This is an optimization exercise on Yosys and OpenROAD, whose aim is small area, not a production implementation. Function was checked by simulation only, so behaviour that the tests miss may differ from the original. The clock port is modelled as an ideal driver; clocking choices that lean on that would not hold on a real chip.

==> inputs of run a <==
// usart8251
module usart8251 (
    input  wire       clk,
    input  wire       rst,
    input  wire       wr,
    input  wire       rd,
    input  wire       cd,
    input  wire [7:0] din,
    output wire [7:0] dout,
    input  wire       txc,
    input  wire       rxc,
    input  wire       rxd,
    input  wire       cts,
    input  wire       dsr,
    output wire       txd,
    output wire       rts_n,
    output wire       dtr_n
);
    reg  [1:0]  stage_q;             
    reg  [1:0]  m_div_q;             
    reg  [1:0]  m_len_q;             
    reg         m_pen_q, m_even_q, m_stop_q;    
    reg         txen_q, rxe_q, sbrk_q, rtsn_q, dtrn_q;
    reg         txrdy_q, rxrdy_q, pe_q, oe_q, fe_q;
    reg  [7:0]  rxdata_q;
    reg         ts_q;                
    reg  [11:0] t_q;                 
    reg         txd_q;
    reg  [5:0]  tdiv_q, rdiv_q;
    reg  [10:0] x_q;                 
    reg  [3:0]  k_q;                 
    wire wc    = wr & cd;
    wire wd    = wr & ~cd;
    wire rdd   = rd & ~cd;
    wire st0   = (stage_q == 2'd0);
    wire modew = wc & st0;
    wire cmdw  = wc & (stage_q == 2'd3);
    wire ir    = cmdw & din[6];
    wire eclr  = cmdw & (din[6] | din[4]);
    reg [1:0] stage_b;
    always @* begin
        stage_b = stage_q;
        if (wc) begin
            case (stage_q)
                2'd0: stage_b = (din[1:0] != 2'b00) ? 2'd3 : 2'd1;
                2'd1: stage_b = m_stop_q ? 2'd3 : 2'd2;
                2'd2: stage_b = 2'd3;
                default: stage_b = din[6] ? 2'd0 : 2'd3;
            endcase
        end
    end
    wire [1:0] md = modew ? din[1:0] : m_div_q;
    wire [1:0] ml = modew ? din[3:2] : m_len_q;
    wire       mp = modew ? din[4]   : m_pen_q;
    wire       me = modew ? din[5]   : m_even_q;
    wire       ms = modew ? din[7]   : m_stop_q;
    wire       async = md[1] | md[0];
    wire txen_b = cmdw ? din[0] : txen_q;
    wire rxe_b  = cmdw ? din[2] : rxe_q;
    wire sbrk_b = cmdw ? din[3] : sbrk_q;
    wire ld = wd & txen_q;
    wire l6 = m_len_q != 2'd0;       
  ...
export LEC_CHECK = 0
export CAP_MARGIN = 20
export CORE_MARGIN = 2
export CORE_UTILIZATION = 70
export SLEW_MARGIN = 20
create_clock -name core_clock -period 10.0 [get_ports {clk}]
standard.sh (not shown) runs the stock make flow with config.mk's settings and CLKGATE_MAP_FILE= SYNTH_SCRIPT=/design/flow/synth_recipe.tcl, a recipe that flattens the netlist after the stock synthesis.
==> flow/flow/run.sh <==
#!/bin/bash
# Own layout flow: the standard ORFS flow (the standard.sh) with
#  * area-oriented ABC scripts (flow/abc_*.script) in synthesis and no
#    separate half/full-adder cell mapping; each script is tried in its own
#    synthesis run and the one with the smallest cell area is used
#    (registers are untouched by ABC, so all runs keep the same flip-flops),
#  * minimum-size buffers on the ports,
#  * either ORFS CTS with small clock buffers and no dummy loads, or a single
#    clock buffer driving all registers (settings in opts.sh).
# Each tool's output is kept in orfs/logs (and try_*/logs for the trial
# syntheses); make's own output in flow_make.log and try_*.log.
set -euo pipefail
here=$(pwd)
CTS_EXTRA=""
source "$here/flow/opts.sh"
best=""; best_area=""
pids=()
for s in "$here"/flow/abc_*.script; do
  n=$(basename "$s" .script)
  rm -rf "$here/ms_$n" "$here/try_$n"
  cp -r "$FLOW_HOME/scripts" "$here/ms_$n"
  cp "$s" "$here/ms_$n/abc_speed.script"
  make -C "$FLOW_HOME" DESIGN_CONFIG="$here/config.mk" WORK_HOME="$here/try_$n" \
    CLKGATE_MAP_FILE= SYNTH_SCRIPT="$here/synth_recipe.tcl" \
    SCRIPTS_DIR="$here/ms_$n" ADDER_MAP_FILE= synth > "$here/try_$n.log" 2>&1 &
  pids+=($!)
done
for p in "${pids[@]}"; do wait "$p" || true; done
for s in "$here"/flow/abc_*.script; do
  n=$(basename "$s" .script)
  st="$here/try_$n/reports/$FLOW_PLATFORM/usart8251/base/synth_stat.txt"
  [[ -f "$st" ]] || continue
  a=$(awk '/Chip area for module/ {print $NF}' "$st" | tail -1)
  echo "synthesis with $n: area $a" | tee -a "$here/synth_choice.log"
  if [[ -n "$a" ]] && { [[ -z "$best_area" ]] || awk -v a="$a" -v b="$best_area" 'BEGIN{exit !(a<b)}'; }; then
    best=$n; best_area=$a
  fi
done
[[ -n "$best" ]] || { echo "no synthesis run succeeded"; exit 1; }
echo "chosen: $best ($best_area)" | tee -a "$here/synth_choice.log"
# clock tree: cts.tcl with a one-buffer option (used when MY_CTS_BUF is set)
cp "$here/flow/cts.tcl" "$here/ms_$best/cts.tcl"
if [[ -n "${MY_CTS_BUF:-}" ]]; then
  export MY_CTS_BUF MY_CTS_PORT="$(awk '/create_clock/ {for (i=1;i<=NF;i++) if ($i ~ /get_ports/) {gsub(/[{}\]\[]/,"",$(i+1)); print $(i+1)}}' "$here/constraint.sdc")"
fi
bash standard.sh \
  SCRIPTS_DIR="$here/ms_$best" \
  ADDER_MAP_FILE= \
  BUFFER_PORTS_ARGS="-buffer_cell sky130_fd_sc_hd__buf_1" \
  CTS_ARGS="-sink_clustering_enable -repair_clock_nets -buf_list $CTSBUF -dont_use_dummy_load $CTS_EXTRA" \
  finish > "$here/flow_make.log" 2>&1
==> flow/flow/opts.sh <==
CTSBUF=sky130_fd_sc_hd__clkbuf_4
MY_CTS_BUF=sky130_fd_sc_hd__clkbuf_8
Other scripts of this flow, unchanged in this note and not shown: flow/flow/abc_a1.script, flow/flow/abc_s1.script, flow/flow/abc_s2.script, flow/flow/abc_s3.script, flow/flow/cts.tcl
==> inputs of run b, as changes to run a <==
==> flow/flow/opts.sh (replaced) <==
CTSBUF=sky130_fd_sc_hd__clkbuf_4
MY_CTS_BUF=sky130_fd_sc_hd__clkbuf_16
==> comparison table <==
Result of the run: run b aborted with a tool error; run a aborted with a tool error
Failing step: run b clock tree synthesis; run a clock tree synthesis
Top-count cell post-synth: run b sky130_fd_sc_hd__nor2_1; run a sky130_fd_sc_hd__nor2_1
Worst slack, placed: run b 3.760 ns; run a 3.760 ns
Arithmetic-cell share of the synthesized area counting full adders, half adders and majority gates: run b 0; run a 0
Top_reg_cell synth: run b sky130_fd_sc_hd__dfxtp_1; run a sky130_fd_sc_hd__dfxtp_1
Synth Area in Compound Gates: run b 0.2492; run a 0.2492
Fraction of synthesized cell area in xor and xnor cells: run b 0; run a 0
Number of buffers inserted by port buffering: run b 28; run a 28
Detailed placer's ending HPWL: run b 5471 um; run a 5471 um
FF+latch count, synth: run b 68; run a 68
Number of cell rows: run b 24; run a 24
Yosys cell types: run b 34; run a 34
Die width: run b 70.74 um; run a 70.74 um
Synth warn: run b 1; run a 1
Synth Area per Inst: run b 7.477 sq um; run a 7.477 sq um
Weighted congestion at the end of routability-driven global placement: run b 0.9045; run a 0.9045
Cell Area, Synth: run b 0.003118 sq mm; run a 0.003118 sq mm
Share of the synthesized area in the top cell type: run b 0.3981; run a 0.3981
I/O pin total: run b 29; run a 29
Syn Inst Count: run b 417; run a 417
Share of cell area taken by muxes after synthesis: run b 0; run a 0
Register area share after synthesis: run b 0.4559; run a 0.4559
Post-synthesis async set-or-reset flop share: run b 0; run a 0
Post-synth EDFFs: run b 6; run a 6
Simple-gate share of the synthesized area: run b 0.2155; run a 0.2155
